Background: an optimization exercise with open tools, aiming at small area, a short achievable clock period and few clock cycles. Do not read the settings as production practice. The RTL was checked by simulation tests, not by an equivalence proof against the original design.

### flow/run.sh
#!/bin/bash
# synth_recipe.tcl (not shown) runs the flow's synth.tcl, then flattens the netlist and writes it again
# the make line also repeats each setting of config.mk as NAME=value (left out here)
make -C /OpenROAD-flow-scripts/flow DESIGN_CONFIG=/design/flow/config.mk WORK_HOME=/design/flow/orfs CLKGATE_MAP_FILE= SYNTH_SCRIPT=/design/flow/synth_recipe.tcl finish
### flow/config.mk
export PLATFORM = sky130hd
export DESIGN_NAME = cw_core
export DESIGN_NICKNAME = cw_core
export VERILOG_FILES = /design/flow/design.v
export SDC_FILE = /design/flow/constraint.sdc
export NUM_CORES = 4
export LEC_CHECK = 0
export CAP_MARGIN = 20
export CORE_MARGIN = 2
export CORE_UTILIZATION = 40
export SLEW_MARGIN = 20
### flow/constraint.sdc
create_clock -name core_clock -period 32.0 [get_ports {clk}]
set_input_delay 6.4000 -clock core_clock [delete_from_list [all_inputs] [get_ports {clk}]]
set_output_delay 6.4000 -clock core_clock [all_outputs]
set_load 0.01 [all_outputs]
### flow/design.v
module cw_core (
    input  wire        clk,
    input  wire        rst,
    input  wire        cfg_mode,        
    input  wire [15:0] cfg_debounce,    
    input  wire        cfg_wgp,         
    input  wire        cfg_ot_en,       
    input  wire        cfg_st_en,       
    input  wire        op_valid,
    output wire        op_ready,
    input  wire [39:0] op_word,
    output reg         resp_valid,
    output reg  [8:0]  resp,            
    output wire        key_out,
    output wire        tone_tx,
    output wire        sidetone
);
    localparam [7:0] EMPTY   = 8'h00;
    localparam [7:0] ERRCH   = 8'h23;
    localparam [7:0] SPACECH = 8'h20;
    localparam [7:0] FILL    = 8'h2A;
    localparam [3:0] OP_DEC_SETSPEED = 4'h1;
    localparam [3:0] OP_DEC_TICK     = 4'h2;
    localparam [3:0] OP_DEC_AVAIL    = 4'h3;
    localparam [3:0] OP_DEC_READ     = 4'h4;
    localparam [3:0] OP_ENC_SETSPEED = 4'h5;
    localparam [3:0] OP_ENC_TICK     = 4'h6;
    localparam [3:0] OP_ENC_AVAIL    = 4'h7;
    localparam [3:0] OP_ENC_WRITE    = 4'h8;
    localparam [3:0] OP_TBL_LOOKUP   = 4'h9;
    localparam [3:0] OP_TBL_FIND     = 4'hA;
    localparam [2:0] PH_IDLE       = 3'd0;
    localparam [2:0] PH_ASSERT     = 3'd1;
    localparam [2:0] PH_GAP_SYMBOL = 3'd2;
    localparam [2:0] PH_GAP_LETTER = 3'd3;
    localparam [2:0] PH_WORD_GAP   = 3'd4;
    localparam [1:0] SYM_NONE = 2'b00;
    localparam [1:0] SYM_DOT  = 2'b01;
    localparam [1:0] SYM_DASH = 2'b10;
    localparam [1:0] SYM_WS   = 2'b11;
    localparam [10:0] DOT_RESET  = 11'd92;
    localparam [11:0] DASH_RESET = 12'd276;
    localparam [13:0] WGAP_RESET = 14'd646;
    function automatic [7:0] lookup(input [6:0] idx);
        begin
            case (idx)
      7'd0: lookup = 8'h20;  
      7'd1: lookup = 8'h45;  
      7'd2: lookup = 8'h54;  
      7'd3: lookup = 8'h49;  
      7'd4: lookup = 8'h41;  
      7'd5: lookup = 8'h4E;  
      7'd6: lookup = 8'h4D;  
      7'd7: lookup = 8'h53;  
      7'd8: lookup = 8'h55;  
      7'd9: lookup = 8'h52;  
      7'd10: lookup = 8'h57;  
      7'd11: lookup = 8'h44;  
      7'd12: lookup = 8'h4B;  
      7'd13: lookup = 8'h47;  
      7'd14: lookup = 8'h4F;  
      7'd15: lookup = 8'h48;  
      7'd16: lookup = 8'h56;  
      7'd17: lookup = 8'h46;  
      7'd19: lookup = 8'h4C;  
      7'd21: lookup = 8'h50;  
      7'd22: lookup = 8'h4A;  
      7'd23: lookup = 8'h42;  
      7'd24: lookup = 8'h58;  
      7'd25: lookup = 8'h43;  
      7'd26: lookup = 8'h59;  
      7'd27: lookup = 8'h5A;  
      7'd28: lookup = 8'h51;  
      7'd31: lookup = 8'h35;  
      7'd32: lookup = 8'h34;  
      7'd34: lookup = 8'h33;  
      7'd38: lookup = 8'h32;  
      7'd39: lookup = 8'h26;  
      7'd41: lookup = 8'h2B;  
      7'd46: lookup = 8'h31;  
      7'd47: lookup = 8'h36;  
      7'd48: lookup = 8'h3D;  
      7'd49: lookup = 8'h2F;  
      7'd53: lookup = 8'h28;  
      7'd55: lookup = 8'h37;  
      7'd59: lookup = 8'h38;  
      7'd61: lookup = 8'h39;  
      7'd62: lookup = 8'h30;  
      7'd75: lookup = 8'h3F;  
      7'd76: lookup = 8'h5F;  
      7'd81: lookup = 8'h22;  
      7'd84: lookup = 8'h2E;  
      7'd89: lookup = 8'h40;  
      7'd93: lookup = 8'h27;  
      7'd96: lookup = 8'h2D;  
      7'd105: lookup = 8'h3B;  
      7'd106: lookup = 8'h21;  
      7'd108: lookup = 8'h29;  
      7'd114: lookup = 8'h2C;  
      7'd119: lookup = 8'h3A;  
                default: lookup = FILL;
            endcase
        end
    endfunction
    function automatic [7:0] upper(input [7:0] c);
        begin
            if (c >= 8'h61 && c <= 8'h7A) upper = c - 8'h20;
            else                          upper = c;
        end
    endfunction
    function automatic [7:0] find_index(input [7:0] c);
        integer i;
        reg [7:0] u;
        begin
            u = upper(c);
            find_index = 8'hFF;
            for (i = 127; i >= 0; i = i - 1)
                if (lookup(i[6:0]) == u) find_index = {1'b0, i[6:0]};
        end
    endfunction
    function automatic [10:0] clamp_wpm(input [15:0] w16);
        begin
            if ($signed(w16) < 16'sd1)         clamp_wpm = 11'd1;
            else if ($signed(w16) > 16'sd1200) clamp_wpm = 11'd1200;
            else                               clamp_wpm = w16[10:0];
        end
    endfunction
    wire [3:0]  opc = op_word[39:36];
    wire [2:0]  rsv = op_word[35:33];
    wire        sig = op_word[32];
    wire [31:0] arg = op_word[31:0];
    wire [31:0] now = arg;
    reg legal;
    always @* begin
        case (opc)
            OP_DEC_SETSPEED, OP_ENC_SETSPEED: legal = (op_word[35:16] == 20'd0);
            OP_DEC_TICK:                      legal = (rsv == 3'd0);
            OP_ENC_TICK:                      legal = (op_word[35:32] == 4'd0);
            OP_DEC_AVAIL, OP_DEC_READ, OP_ENC_AVAIL:
                                              legal = (op_word[35:0] == 36'd0);
            OP_ENC_WRITE, OP_TBL_FIND:        legal = (op_word[35:8] == 28'd0);
            OP_TBL_LOOKUP:                    legal = (op_word[35:7] == 29'd0);
            default:                          legal = 1'b0;
        endcase
    end
    wire do_op = op_valid && op_ready;
    wire [10:0] wpm_op = clamp_wpm(arg[15:0]);
    assign op_ready = 1'b1;
    reg [10:0] dec_dot;
    reg [11:0] dec_dash;
    reg [13:0] dec_wgap;
    reg [6:0]  dec_tree;
    reg        dec_sig_state;
    reg        dec_last_raw;
    reg [31:0] dec_mark_start;
    reg [31:0] dec_space_start;
    reg [31:0] dec_last_trans;
    reg        dec_pending;       
    reg        dec_ws_emitted;    
    reg [7:0]  dec_out;
    reg [6:0]  dt_tree;
    reg        dt_sig_state;
    reg [31:0] dt_mark_start;
    reg [31:0] dt_space_start;
    reg [31:0] dt_last_trans;
    reg        dt_pending;
    reg        dt_ws_emitted;
    reg [7:0]  dt_out;
    reg [31:0] sp, dur;
    reg        emitted, over;
    always @* begin
        dt_tree        = dec_tree;
        dt_sig_state   = dec_sig_state;
        dt_mark_start  = dec_mark_start;
        dt_space_start = dec_space_start;
        dt_last_trans  = dec_last_trans;
        dt_pending     = dec_pending;
        dt_ws_emitted  = dec_ws_emitted;
        dt_out         = dec_out;
        emitted        = 1'b0;
        over           = 1'b0;
        sp             = 32'd0;
        dur            = 32'd0;
        if (!cfg_mode) begin
            if (sig != dec_last_raw) dt_last_trans = now;
            if ((now - dt_last_trans) >= {16'd0, cfg_debounce} && sig != dec_sig_state) begin
                dt_sig_state = sig;
                if (sig) dt_mark_start  = dt_last_trans;
                else     dt_space_start = dt_last_trans;
            end
        end else begin
            if (sig) begin
                if (!dec_sig_state) begin
                    dt_sig_state  = 1'b1;
                    dt_mark_start = now;
                end
                dt_last_trans = now;
            end else if (dec_sig_state &&
                         {(now - dec_last_trans), 1'b0} >= {22'd0, dec_dot}) begin
                dt_sig_state   = 1'b0;
                dt_space_start = dec_last_trans;
            end
        end
        if (dt_sig_state) begin
            dt_pending    = 1'b0;
            dt_ws_emitted = 1'b0;
        end else begin
            sp  = now - dt_space_start;
            dur = dt_space_start - dt_mark_start;
            if (!dec_pending && {sp, 2'b00} > {23'd0, dec_dot}) begin
                if (dt_tree >= 7'd63) begin
                    dt_out     = ERRCH;
                    dt_tree    = 7'd0;
                    dt_pending = 1'b1;
                    emitted    = 1'b1;
                end else if ({dur, 1'b0} < {21'd0, dec_dash}) begin
                    dt_tree    = {dt_tree[5:0], 1'b0} + 7'd1;
                    dt_pending = 1'b1;
                end else if ({1'b0, dur} < ({21'd0, dec_dash} + {22'd0, dec_dot})) begin
                    dt_tree    = {dt_tree[5:0], 1'b0} + 7'd2;
                    dt_pending = 1'b1;
                end
            end
            if ({1'b0, sp} >= {21'd0, dec_dot, 1'b0} && dt_tree != 7'd0) begin
                dt_out  = lookup(dt_tree);
                dt_tree = 7'd0;
                emitted = 1'b1;
            end
            if (cfg_wgp) over = ({2'b00, sp} + {1'b0, sp, 1'b0}) > {19'd0, dec_wgap, 1'b0};
            else         over = sp > {18'd0, dec_wgap};
            if (!emitted && over && !dec_ws_emitted && dt_tree == 7'd0) begin
                dt_out        = SPACECH;
                dt_ws_emitted = 1'b1;
            end
        end
    end
    always @(posedge clk) begin
        if (rst) begin
            dec_dot         <= DOT_RESET;
            dec_dash        <= DASH_RESET;
            dec_wgap        <= WGAP_RESET;
            dec_tree        <= 7'd0;
            dec_sig_state   <= 1'b0;
            dec_last_raw    <= 1'b0;
            dec_mark_start  <= 32'd0;
            dec_space_start <= 32'd0;
            dec_last_trans  <= 32'd0;
            dec_pending     <= 1'b1;
            dec_ws_emitted  <= 1'b1;
            dec_out         <= EMPTY;
        end else if (do_op && legal) begin
            case (opc)
                OP_DEC_SETSPEED: begin
                    dec_dot  <= 11'd1200 / wpm_op;
                    dec_dash <= 12'd3600 / wpm_op;
                    dec_wgap <= 14'd8400 / wpm_op;
                end
                OP_DEC_TICK: begin
                    dec_tree        <= dt_tree;
                    dec_sig_state   <= dt_sig_state;
                    dec_last_raw    <= sig;
                    dec_mark_start  <= dt_mark_start;
                    dec_space_start <= dt_space_start;
                    dec_last_trans  <= dt_last_trans;
                    dec_pending     <= dt_pending;
                    dec_ws_emitted  <= dt_ws_emitted;
                    dec_out         <= dt_out;
                end
                OP_DEC_READ: dec_out <= EMPTY;
                default: ;
            endcase
        end
    end
    reg [10:0] enc_dot;
    reg [11:0] enc_dash;
    reg [13:0] enc_wgap;
    reg [7:0]  enc_pending;       
    reg [11:0] enc_seq;           
    reg [3:0]  enc_cursor;        
    reg [2:0]  enc_phase;
    reg [31:0] enc_phase_start;
    reg [13:0] enc_phase_len;
    wire enc_idle = (enc_phase == PH_IDLE) && (enc_pending == EMPTY);
    reg [11:0] et_seq;
    reg [3:0]  et_cursor;
    reg [2:0]  et_phase;
    reg [31:0] et_phase_start;
    reg [13:0] et_phase_len;
    reg [7:0]  et_pending;
    reg [7:0]  fi;
    reg [6:0]  ti;
    reg [3:0]  n;
    reg [1:0]  sym;
    integer    k;
    always @* begin
        et_seq         = enc_seq;
        et_cursor      = enc_cursor;
        et_phase       = enc_phase;
        et_phase_start = enc_phase_start;
        et_phase_len   = enc_phase_len;
        et_pending     = enc_pending;
        fi             = 8'd0;
        ti             = 7'd0;
        n              = 4'd0;
        sym            = SYM_NONE;
        if (enc_phase == PH_IDLE) begin
            if (enc_pending != EMPTY) begin
                fi = find_index(enc_pending);
                ti = fi[7] ? 7'd0 : fi[6:0];
                et_seq = 12'd0;
                et_phase_start = now;
                if (ti == 7'd0) begin
                    et_seq[1:0]  = SYM_WS;
                    et_cursor    = 4'd0;
                    et_phase     = PH_WORD_GAP;
                    et_phase_len = enc_wgap - {2'b00, enc_dash};
                end else begin
                    for (k = 0; k < 6; k = k + 1) begin
                        if (ti != 7'd0) begin
                            et_seq[2*k +: 2] = ti[0] ? SYM_DOT : SYM_DASH;
                            sym = ti[0] ? SYM_DOT : SYM_DASH;   
                            n   = n + 4'd1;
                            ti  = (ti - 7'd1) >> 1;
                        end
                    end
                    et_cursor    = n - 4'd1;
                    et_phase     = PH_ASSERT;
                    et_phase_len = (sym == SYM_DOT) ? {3'b000, enc_dot} : {2'b00, enc_dash};
                end
            end
        end else if ((now - enc_phase_start) >= {18'd0, enc_phase_len}) begin
            et_phase_start = now;
            case (enc_phase)
                PH_ASSERT: begin
                    et_phase     = PH_GAP_SYMBOL;
                    et_phase_len = {3'b000, enc_dot};
                end
                PH_GAP_SYMBOL: begin
                    if (!enc_cursor[3] && enc_cursor != 4'd0) begin
                        et_cursor    = enc_cursor - 4'd1;
                        et_phase     = PH_ASSERT;
                        sym          = enc_seq[2*et_cursor[2:0] +: 2];
                        et_phase_len = (sym == SYM_DOT) ? {3'b000, enc_dot} : {2'b00, enc_dash};
                    end else begin
                        et_phase     = PH_GAP_LETTER;
                        et_phase_len = {2'b00, enc_dash} - {3'b000, enc_dot};
                    end
                end
                default: begin
                    et_phase       = PH_IDLE;
                    et_cursor      = 4'hF;
                    et_pending     = EMPTY;
                    et_phase_start = enc_phase_start;
                end
            endcase
        end
    end
    wire write_ok = enc_idle && (arg[7:0] != FILL) && (arg[7:0] != EMPTY);
    always @(posedge clk) begin
        if (rst) begin
            enc_dot         <= DOT_RESET;
            enc_dash        <= DASH_RESET;
            enc_wgap        <= WGAP_RESET;
            enc_pending     <= EMPTY;
            enc_seq         <= 12'd0;
            enc_cursor      <= 4'hF;
            enc_phase       <= PH_IDLE;
            enc_phase_start <= 32'd0;
            enc_phase_len   <= 14'd0;
        end else if (do_op && legal) begin
            case (opc)
                OP_ENC_SETSPEED: begin
                    enc_dot  <= 11'd1200 / wpm_op;
                    enc_dash <= 12'd3600 / wpm_op;
                    enc_wgap <= 14'd8400 / wpm_op;
                end
                OP_ENC_TICK: begin
                    enc_seq         <= et_seq;
                    enc_cursor      <= et_cursor;
                    enc_phase       <= et_phase;
                    enc_phase_start <= et_phase_start;
                    enc_phase_len   <= et_phase_len;
                    enc_pending     <= et_pending;
                end
                OP_ENC_WRITE: if (write_ok) enc_pending <= arg[7:0];
                default: ;
            endcase
        end
    end
    reg [7:0] data;
    reg [7:0] find_res;
    always @* begin
        data     = 8'h00;
        find_res = find_index(arg[7:0]);
        case (opc)
            OP_DEC_AVAIL:  data = {7'd0, dec_out != EMPTY};
            OP_DEC_READ:   data = dec_out;
            OP_ENC_AVAIL:  data = {7'd0, enc_idle};
            OP_ENC_WRITE:  data = {7'd0, write_ok};
            OP_TBL_LOOKUP: data = lookup(arg[6:0]);
            OP_TBL_FIND:   data = find_res;
            default:       data = 8'h00;
        endcase
        if (!legal) data = 8'h00;
    end
    always @(posedge clk) begin
        if (rst) begin
            resp_valid <= 1'b0;
            resp       <= 9'd0;
        end else begin
            resp_valid <= do_op;
            if (do_op) resp <= {!legal, data};
        end
    end
    assign key_out  = (enc_phase == PH_ASSERT);
    assign tone_tx  = cfg_ot_en && key_out;
    assign sidetone = cfg_st_en && dec_sig_state;
endmodule
==> summary.txt <==
[path summary, 6_finish.rpt]
path                  startpoint             endpoint  slack [ns]  depth (start not counted)
max reg2reg         dec_last_raw           dec_out[3]       14.07                         69
min          enc_phase_start[27]  enc_phase_start[27]        0.45                          2
min reg2reg  enc_phase_start[27]  enc_phase_start[27]        0.45                          2
max                   op_word[0]          dec_dash[0]        1.91                        121
[cell usage after synthesis (74+ instances only)]
| library cell | instances |
|---|---|
| a21oi_1 | 627 |
| nor2_1 | 626 |
| nand2_1 | 614 |
| ha_1 | 581 |
| inv_1 | 394 |
| o21ai_0 | 356 |
| dfxtp_1 | 271 |
| clkbuf_1 | 237 |
| a21o_1 | 168 |
| xnor2_1 | 162 |
| nor3_1 | 143 |
| nand2b_1 | 118 |
| o21a_1 | 115 |
| a211oi_1 | 88 |
| nand3_1 | 86 |
| xor2_1 | 85 |
| a31oi_1 | 77 |
| o22ai_1 | 76 |
| o211ai_1 | 74 |
[worst max-delay path: cells and delay by family]
family	cells	cell delay [ns]
buffers and inverters	11	2.39
and+or+nand+nor	28	5.58
adders and majority gates	12	3.63
muxes	3	0.58
AOI/OAI and AO/OA	67	11.90
[stage by stage]
stage / util, % / hold WS [ns] / setup TNS, ns
final: 44.1 / 0.451 / 0
after CTS: 43.9 / 0.452 / 0
after detailed placement: 42.6 / 0.443 / -1.68
after global placement: 42.6 / 0.438 / -0.916
after global routing: 44.1 / 0.467 / -0.0488
after floorplan: - / 0.427 / 0
[what timing repair did]
item,4_1_cts,5_1_grt
gates resized for setup,2,33
setup buffers,0,5
pin swaps,0,5
cloned,0,0
endpoints found under the setup margin,2,6
[state kept, by name, summed over array words and instances, names as in the netlist, 3 cells and up]
signal	flops
dec_last_trans	32
dec_mark_start	32
dec_space_start	32
enc_phase_start	32
dec_wgap	14
enc_phase_len	14
enc_wgap	14
dec_dash	12
enc_dash	12
enc_seq	12
dec_dot	11
enc_dot	11
resp	9
enc_pending	8
dec_out	7
dec_tree	7
enc_cursor	4
enc_phase	3
[final cells by class]
class / count / area (um^2)
antenna: 2 / 5.00
sequential: 271 / 5430
fill: 10800 / 57800
clock buffer: 46 / 1020
multi-input combinational: 4999 / 33700
tap: 1380 / 1730
inverter: 402 / 1510
timing repair buffer: 218 / 1810
clock inverter: 21 / 315
[per-layer routing]
layer | vias to the layer above | global-route usage [%] | part of all wire, %
li1 | 21700 | - | -
met4 | 4 | 9.76 | 4.1
met2 | 1421 | 42.7 | 46
met1 | 20600 | 34.1 | 44
met3 | 273 | 2.44 | 5.9
met5 | - | 0 | 0.022
[placed cells by master, fill, tap and decap left out, types with 26 or more instances in the layout]
cell type        instances
nor2_1                 624
a21oi_1                623
nand2_1                611
ha_1                   581
inv_1                  393
o21ai_0                350
dfxtp_1                271
a21o_1                 168
xnor2_1                161
buf_4                  143
nor3_1                 141
nand2b_1               117
o21a_1                 114
xor2_1                  85
nand3_1                 85
a211oi_1                84
a31oi_1                 77
o22ai_1                 76
o211ai_1                74
clkdlybuf4s50_1         71
mux2_2                  69
mux2i_1                 64
nor2b_1                 63
and2_1                  56
nand4_1                 51
o21bai_1                50
nor4_1                  44
or3_1                   43
o31ai_1                 41
clkbuf_16               37
and3_1                  30
a221oi_1                28
o21ai_1                 27
a22oi_1                 26
[cells by family (layout without fill, tap and decap cells)]
family                     Yosys count  after routing  share of synthesized area, %
AOI/OAI and AO/OA                 2054           2054                          32.0
xor gates and xnor gates           247            247                          5.20
adders and majority gates          590            590                          17.9
buffers and inverters              685            687                          6.33
DFF                                271            271                          13.1
muxes                              136            136                          3.51
other                                1              3                       0.00902
and+or+nand+nor                   1971           1971                          22.0
==> impl_summary.log <==
[metrics] fraction of synthesized cell area taken by the top area cell type: 17.5%
[metrics] clock tree skew after final layout: 0.0518 ns
[metrics] most area-consuming cells after synthesis: ha_1, dfxtp_1, a21oi_1
[metrics] final worst-path cycle share: 94.0%
[metrics] arrival time of data at the critical path endpoint: 30.52 ns
[metrics] maxcap violations: 0
[metrics] maximum achievable frequency: 33.2 MHz
[metrics] initial standard-cell utilization of the core: 40.2%
[metrics] count of placed standard cells including taps: 7265
[metrics] critical path data required time: 32.44 ns
[metrics] number of global-route vias before repair: 40500
[metrics] pin count of the biggest net entering global routing: 95
[metrics] Final Instance Count excl. Fillers: 7339
[metrics] kind of launch point of the worst setup path: input port
[metrics] remaining global-route overflow: 0
[metrics] Syn Nets: 6608
[metrics] top cell type by total area after synthesis: ha_1
[metrics] clock edge transition at the registers on the reported setup and hold paths: 0.06 ns
[metrics] wire length per cell after detailed routing: 19.5 um
[metrics] clock tree from TritonCTS: yes
[metrics] Worst Tran Pin Value: 1.17 ns
[metrics] root buffer selected by CTS: clkbuf_16
[metrics] fraction of layout cells with a size suffix above 1: 6.50%
[metrics] floorplan die height: 326 um
[metrics] share of async-settable or async-resettable flops after synthesis: 0%
[metrics] last weighted congestion value of the routability-driven placer: 0.939
[metrics] number of DRC markers after the initial detailed-route iteration: 3784
[metrics] Max clock buf depth: 3
[metrics] placement-stage cell area: 0.0440 mm^2
[metrics] cts bufs inserted: 37
[metrics] ys flop type: dfxtp_1
[metrics] # setup viols final: 0
[metrics] count of synthesis-stage warnings from yosys: 1
[metrics] wire length of the first global-routing pass: 224 mm
[metrics] number of distinct library cell variants in the gate-level netlist after synthesis: 112
[metrics] Final #Nets: 6582
[metrics] Detailed Place HPWL: 110 mm
[metrics] Worst path most repeated cell: o21ai_0
[metrics] syn_area_per_cell: 6.98 um^2
[metrics] Hold/Removal Path Class: reg -> reg
[metrics] outcome: complete, no violations
[metrics] CP peak stage delay: 0.54 ns
[metrics] clock period minus final worst setup slack: 30.09 ns
[metrics] Max-Slew Margin vs Limit: 21.2%
[metrics] number of antenna violations at the first check in global routing: 4
[metrics] count of input and output buffers: 75
[metrics] floorplan die area: 0.107 mm^2
[metrics] via count: 44000
[metrics] first-pass detailed-route iteration total: 6
[metrics] number of rows in the core area: 118
[metrics] CTS HTree Levels: 2
[metrics] Via-to-Cell Ratio: 5.99
[metrics] Synth Register Bits: 271
[metrics] maximum fanout along the worst path: 43
[metrics] count of antenna-violating nets left after detailed routing: 0
[metrics] nature of the critical path endpoint: flip-flop
[metrics] Cell Area, Synth: 0.0416 mm^2
[metrics] count of final hold-check violations: 0
[metrics] cell with the biggest individual delay on the critical path: nor2b_2
[metrics] sequential cell area fraction in the yosys report: 13.1%
[metrics] area overhead of the layout relative to synthesis: 9.61%
[metrics] number of enable-type register cells in the synthesized netlist: 0
[metrics] Final Routed Wirelength: 143 mm
[metrics] area of all placed cells without fillers: 0.0456 mm^2
[metrics] cts-stage hold buffer count: 0
[metrics] DRC violations left: 0
[metrics] global router's overall resource usage: 25.6%
[metrics] IO Pins: 77
[metrics] TritonCTS sink count: 271
[metrics] Setup Crit Path Kind: in -> reg
[metrics] gate count of the mapped netlist: 5955
[metrics] min setup slack post-route: 1.91 ns
[metrics] Placeable Area: 0.103 mm^2
[metrics] minimum setup slack after placement: -0.846 ns
[metrics] Die X-Extent: 326 um
[metrics] later-pin clock latency in the skew report: 0.61 ns
[metrics] Final Max Tran Viols: 0
Testbench counts, summed over its fixed seeds: cycles 240,008.

-- afterwards: timing with drivers on the ports --
How much do the figures lean on ideal ports? The routed layout below was timed once more, with nothing changed but the port constraints.
Step 1, drivers: a clkbuf_16 drives clk and a buf_2 each remaining input, both assumed.
Step 2 also shifts input and output timing later by t, the mid clock arrival at the registers, as if the neighbouring blocks saw the same clock.
Slacks: no drivers / after step 1 / after step 2; pairs: no drivers / after step 1.
shift t [ns]: 0.653
setup WS [ns]: 1.913 / 1.918 / 1.265
hold slack, ns: 0.451 / 0.451 / 0.451
worst setup path at the end: input to register
After both steps this run still meets setup and hold. For this run, drivers alone change the setup slack by +0.005 ns; drivers and shift together by -0.648 ns.
